What follows belongs to an exercise in optimizing a design on an open flow for small area; a production flow would make more cautious choices.
Function was checked by simulation only, so behaviour that the tests miss may differ from the original.
Power is estimated from default activity; no workload was simulated.

// spi_daq
module spi_daq #(
  parameter integer CLK_HZ = 50000000
) (
  input  wire          clk,
  input  wire          rst,
  input  wire          cmd_valid,
  output wire          cmd_ready,
  input  wire [31:0]   cmd_word,
  input  wire [31:0]   cfg_clock_hz,
  input  wire [7:0]    cfg_mode,
  input  wire          cfg_no_cs,
  input  wire          cfg_sync_enable,
  input  wire [31:0]   cfg_settle_frames,
  input  wire [31:0]   cfg_timeout_ms,
  input  wire [63:0]   now_ns,
  output reg           rsp_valid,
  output reg  [2:0]    rsp_code,
  output wire [63:0]   rsp_seq,
  output wire [63:0]   rsp_ts,
  output wire [255:0]  rsp_ch,
  output wire [191:0]  rsp_raw,
  output wire          sclk,
  output wire          mosi,
  output wire          cs_n,
  input  wire          miso,
  input  wire          drdy_n,
  output wire          sync_n
);
Size: roughly 1400 cells after synthesis, about 16000 um^2 of cells after synthesis.
export LEC_CHECK = 0
export CAP_MARGIN = 20
export CORE_AREA = 4 4 228 228
export DIE_AREA = 0 0 232 232
export PLACE_DENSITY = 0.6
export SLEW_MARGIN = 20
create_clock -name core_clock -period 20.0 [get_ports {clk}]
standard.sh (not shown) runs the stock make flow with config.mk's settings and CLKGATE_MAP_FILE= SYNTH_SCRIPT=/design/flow/synth_recipe.tcl, a recipe that flattens the netlist after the stock synthesis.
==> flow/flow/run.sh <==
#!/bin/bash
# Standard ORFS layout with buf_1 port buffers and a clock tree without dummy loads.
set -euo pipefail
export BUFFER_PORTS_ARGS="-buffer_cell sky130_fd_sc_hd__buf_1"
export CTS_ARGS="-sink_clustering_enable -repair_clock_nets -dont_use_dummy_load -buf_list sky130_fd_sc_hd__clkbuf_4 -sink_clustering_size 10 -sink_clustering_max_diameter 40"
bash standard.sh > standard.log 2>&1
Edit:
--- a/flow/design.v
+++ b/flow/design.v
@@ -25,16 +25,16 @@
   input  wire          miso,
   input  wire          drdy_n,
   output wire          sync_n
 );
   localparam integer CYC_PER_MS = CLK_HZ / 1000;
   localparam integer HALF_NUM   = CLK_HZ / 2;       
-  localparam [26:0]  K_XFER_27  = 27'd67108864 - HALF_NUM;
-  localparam [26:0]  K_MS_27    = 27'd67108864 - CYC_PER_MS;
-  localparam [25:0]  K_XFER     = K_XFER_27[25:0];     
-  localparam [25:0]  K_MS       = K_MS_27[25:0];       
+  localparam [25:0]  K_XFER_26  = 26'd33554432 - HALF_NUM;
+  localparam [25:0]  K_MS_26    = 26'd33554432 - CYC_PER_MS;
+  localparam [24:0]  K_XFER     = K_XFER_26[24:0];     
+  localparam [24:0]  K_MS       = K_MS_26[24:0];       
   localparam [2:0] RC_OK        = 3'd0,
                    RC_INVALID   = 3'd1,
                    RC_ALREADY   = 3'd2,
                    RC_NOT_PERM  = 3'd3,
                    RC_TIMED_OUT = 3'd4,
                    RC_IO_FAIL   = 3'd6,
@@ -58,16 +58,17 @@
   wire s_pul  = (st == ST_PULSE);
   wire s_wait = (st == ST_WAIT);
   wire s_xfer = (st == ST_XFER);
   wire s_inc  = (st == ST_INC);
   wire s_capz = (st == ST_CAPZ);
   reg          is_open, started, host;
+  reg          xf;                       
   reg          cpol, cpha, nocs, synce;
   reg  [24:0]  hz;
   reg          hz_sat;
-  reg  [25:0]  acc;
+  reg  [24:0]  acc;
   reg          par;                     
   reg  [3:0]   jj;                      
   reg  [4:0]   qq;                      
   reg          tp, ma, got, sm;
   reg          ts_c, neq, sq_c;
   reg          d1, d2, d3;
@@ -88,28 +89,28 @@
   wire        c_start = hi_zero && !p_bit && op == 8'h31;
   wire        c_read  = hi_zero && op == 8'h32;
   wire        c_raw   = hi_zero && op == 8'h33;
   wire        c_stop  = hi_zero && !p_bit && op == 8'h34;
   wire        c_close = hi_zero && !p_bit && op == 8'h35;
   assign cmd_ready = s_idle & ph63;
-  wire [25:0] addend   = s_xfer ? {1'b0, hz} : 26'd1;
-  wire [25:0] sum;
-  wire [26:0] cy;
+  wire [24:0] addend   = s_xfer ? hz : 25'd1;
+  wire [24:0] sum;
+  wire [25:0] cy;
   assign cy[0] = 1'b0;
   genvar ga;
   generate
-    for (ga = 0; ga < 26; ga = ga + 1) begin : g_add
+    for (ga = 0; ga < 25; ga = ga + 1) begin : g_add
       assign sum[ga]   = acc[ga] ^ addend[ga] ^ cy[ga];
       assign cy[ga+1]  = (acc[ga] & addend[ga]) | (cy[ga] & (acc[ga] ^ addend[ga]));
     end
   endgenerate
-  wire        tick     = cy[26] | (s_xfer & hz_sat);    
+  wire        tick     = cy[25] | (s_xfer & hz_sat);    
   wire        cnt_end  = (acc[9:6] == 4'b1010);
   wire        e_done   = qq[4] & ~par;                  
   wire        edge_now = s_xfer & tick & ~e_done;
-  wire op_clr = ph[5] ? ~(s_wait | (host & s_xfer)) : (s_pul | s_capz);
+  wire op_clr = ph[5] ? ~(s_wait | (host & s_xfer)) : (s_pul | s_capz | ~is_open | xf);
   wire op_inc = ph[5] ? (s_wait & ma)               : (s_inc & ~host);
   wire c_eff  = seg0 ? op_inc : ts_c;
   wire t_bit  = op_clr ? 1'b0 : (ts[0] ^ c_eff);
   wire neq_n  = (seg0 ? 1'b0 : neq) | (t_bit ^ cf[0]);
   wire match  = ~neq_n;                                 
   wire got_now = got | drdy_fall;
@@ -120,16 +121,18 @@
   wire sq_bit  = s_clr ? 1'b0 : (sq[0] ^ (s_inc & sq_cin));
   wire load_cfg;
   wire [31:0] tmo_eff = cfg_timeout_ms | ({32{cfg_timeout_ms == 32'd0}} & 32'd2000);
   always @(posedge clk) begin
     sq   <= {sq_bit, sq[63:1]};
     sq_c <= sq[0] & sq_cin;
-    ts <= {t_bit, ts[63:1]} | (now_ns & {64{cap}});
+    ts <= {t_bit, ts[63:1]} | (now_ns & {64{cap}}) | ({tmo_eff, cfg_settle_frames} & {64{load_cfg}});
     ts_c <= ts[0] & c_eff;
     neq  <= neq_n;
-    cf <= {cf[0] & is_open, cf[63:1]} | ({tmo_eff, cfg_settle_frames} & {64{load_cfg}});
+    cf <= {xf ? ts[0] : cf[0], cf[63:1]};
+    if (ph63)
+      xf <= load_cfg;
   end
   wire sample = edge_now & (par == cpha);
   wire jj_end = (jj == 4'd11);
   wire m0     = (ph[3:0] == qq[3:0]);             
   wire m1     = (ph_n[3:0] == qq[3:0]);           
   always @(posedge clk) begin
- global-route usage shrinks by 2.7 points
- routed wire length went down by 11%
- cell area is lower by 1.6%
- combinational power is higher by about 10%
- via count is lower by 4.2%

==> port drivers added, routing unchanged <==
The flow's constraints put no driver on any port. The routed layouts listed below were extracted and timed again, unchanged, in two steps. Step 1 (the two cells are an assumption about what drives the block):
set clk [get_ports {clk}]
set_driving_cell -lib_cell sky130_fd_sc_hd__clkbuf_16 $clk
set_driving_cell -lib_cell sky130_fd_sc_hd__buf_2 [delete_from_list [all_inputs] $clk]
Step 2 adds t to the input delays and takes it off the output delays; t is the mean of the earliest and latest rising clock arrival at the registers after step 1. Input paths then give back, and output paths get back, about the clock's delay inside the block. Slacks: ideal ports / drivers / drivers and shift; pairs: ideal ports / drivers.
run | t, ns | slack for setup (ns) | worst register clock-pin slew, ns
the first run | 0.832 | 7.794 / 7.794 / 7.794 | 0.11 / 0.11
the second run | 0.780 | 8.469 / 8.469 / 8.469 | 0.11 / 0.11
After both steps every run listed still meets setup and hold.
